Source: an optimization exercise on an open RTL-to-GDS flow (aim: small area). Production flows keep margins and buffers that such runs may drop.
Only simulation tests tie the RTL to the original design; equivalence was not proved.
Power figures rest on the tool's default switching activity, not on a simulated workload.

==> flow/design.v (excerpt) <==
module dcpu16_core (
    input  wire        clk,
    input  wire        rst,
    output wire        mem_req,
    output wire        mem_we,
    output wire [15:0] mem_addr,
    output wire [15:0] mem_wdata,
    input  wire        mem_ready,
    input  wire [15:0] mem_rdata,
    output wire        halted,
    output wire        fault,
    input  wire [3:0]  dbg_sel,
    output wire [15:0] dbg_data
);
Size: roughly 1800 cells after synthesis, about 320 flip-flops, ~0.015 sq mm of cells after synthesis.
clock: 10.0 ns
lec_check: 0
abc_area: 1
cap_margin: 20
core_margin: 2
core_utilization: 40
cts_buf_list: sky130_fd_sc_hd__clkbuf_4
cts_cluster_diameter: 50
cts_cluster_size: 10
slew_margin: 20
standard.sh (not shown) runs the stock make flow with config.mk's settings and CLKGATE_MAP_FILE= SYNTH_SCRIPT=/design/flow/synth_recipe.tcl, a recipe that flattens the netlist after the stock synthesis.
==> flow/flow/run.sh <==
#!/bin/bash
# Standard layout, except that the port buffers are the smallest buffer cell.
# The clock tree settings come from config.mk (CTS_BUF_LIST, CTS_CLUSTER_SIZE,
# CTS_CLUSTER_DIAMETER). The make output goes to standard.log here; ORFS also
# keeps per-step logs under orfs/logs.
set -euo pipefail
export BUFFER_PORTS_ARGS="-buffer_cell sky130_fd_sc_hd__buf_1"
bash standard.sh > standard.log 2>&1
The first run ran to the end with no violations.
==> next run, changes <==
==> flow/flow/run.sh (replaced) <==
#!/bin/bash
# Standard layout, except that the port buffers are the smallest buffer cell.
# Each tool's full output goes to its own log in this folder (ORFS also keeps
# per-step logs under orfs/logs).
set -euo pipefail
export BUFFER_PORTS_ARGS="-buffer_cell sky130_fd_sc_hd__buf_1"
bash standard.sh > standard.log 2>&1
Settings changed: CTS_BUF_LIST sky130_fd_sc_hd__clkbuf_4 to sky130_fd_sc_hd__clkbuf_2, CTS_CLUSTER_DIAMETER 50 to default, CTS_CLUSTER_SIZE 10 to default.
After rerunning:
- global-route usage rose by 0.46 points
- maximum frequency rose by about 0.47%
- setup slack gets better by 0.032 ns
- final area rose by about 1.7%
- sequential share of layout area fell by 0.76 points
- clock power rose by 24%
- via count rose by 2.0%
- hold slack gets worse by 0.015 ns
- count of clock-buffer cells in the layout rose by 68
==> next run, changes <==
==> flow/run.sh (new file) <==
#!/bin/bash
# synth_recipe.tcl (not shown) runs the flow's synth.tcl, then flattens the netlist and writes it again
# the make line also repeats each setting of config.mk as NAME=value (left out here)
make -C /OpenROAD-flow-scripts/flow DESIGN_CONFIG=/design/flow/config.mk WORK_HOME=/design/flow/orfs CLKGATE_MAP_FILE= SYNTH_SCRIPT=/design/flow/synth_recipe.tcl finish
removed: flow/flow/run.sh
removed: flow/standard.sh
Cell area climbs by 3.0%.
Wire length climbs by 0.46%.
Core utilization climbs by 1.3 points.
Synthesized area does not change.
Combinational power climbs by about 20%.
Worst setup slack loses 0.75 ns.
Clock skew climbs by 0.028 ns.
Total power climbs by 0.90%.
==> next run, changes <==
==> flow/flow/run.sh (new file) <==
#!/bin/bash
# Standard layout, except that the port buffers are the smallest buffer cell.
# Each tool's full output goes to its own log in this folder (ORFS also keeps
# per-step logs under orfs/logs).
set -euo pipefail
export BUFFER_PORTS_ARGS="-buffer_cell sky130_fd_sc_hd__buf_1"
bash standard.sh > standard.log 2>&1
==> flow/standard.sh (new file) <==
#!/bin/bash
# synth_recipe.tcl (not shown) runs the flow's synth.tcl, then flattens the netlist and writes it again
# the make line also repeats each setting of config.mk as NAME=value (left out here)
make -C /OpenROAD-flow-scripts/flow DESIGN_CONFIG=/design/flow/config.mk WORK_HOME=/design/flow/orfs CLKGATE_MAP_FILE= SYNTH_SCRIPT=/design/flow/synth_recipe.tcl "${@:-finish}"
Settings changed: CTS_BUF_LIST sky130_fd_sc_hd__clkbuf_2 to sky130_fd_sc_hd__clkbuf_1 sky130_fd_sc_hd__clkbuf_2 sky130_fd_sc_hd__clkbuf_4 sky130_fd_sc_hd__clkbuf_8.
removed: flow/run.sh
Outcome: Power rises by roughly a tenth; clock power increases by a quarter to a third; non-clock buffer count is unchanged; maximum frequency rises by roughly a tenth; die area is unchanged; hold slack improves by 0.053 ns; final area falls slightly; via count drops by a few percent.

-- separate check: timing with driven ports --
Ports are ideal in the flow. The routed layouts listed here were re-timed in OpenROAD. Step 1: set_driving_cell puts a clkbuf_16 on clk and a buf_2 on each other input, an assumption about the parent block. Step 2 adds t to the input delays and takes it off the output delays; t is the mean of the earliest and latest rising clock arrival at the registers after step 1. Input paths then give back, and output paths get back, about the clock's delay inside the block. Three values: ideal ports, drivers, drivers and shift; two values: the first two.
run | t, ns | setup slack, ns | worst setup path after step 2 | slew at the worst register clock pin (ns) | cell pins on the clock port's net
the first run | 0.782 | 3.198 / 3.157 / 3.157 | input to output | 0.12 / 0.12 | 1
the second run | 0.994 | 3.229 / 3.189 / 3.189 | input to output | 0.12 / 0.12 | 1
the third run | 0.996 | 2.483 / 2.458 / 2.458 | input to output | 0.12 / 0.12 | 1
the fourth run | 0.657 | 3.235 / 3.194 / 3.194 | input to output | 0.07 / 0.07 | 1
After both steps setup and hold are still met in every run listed.
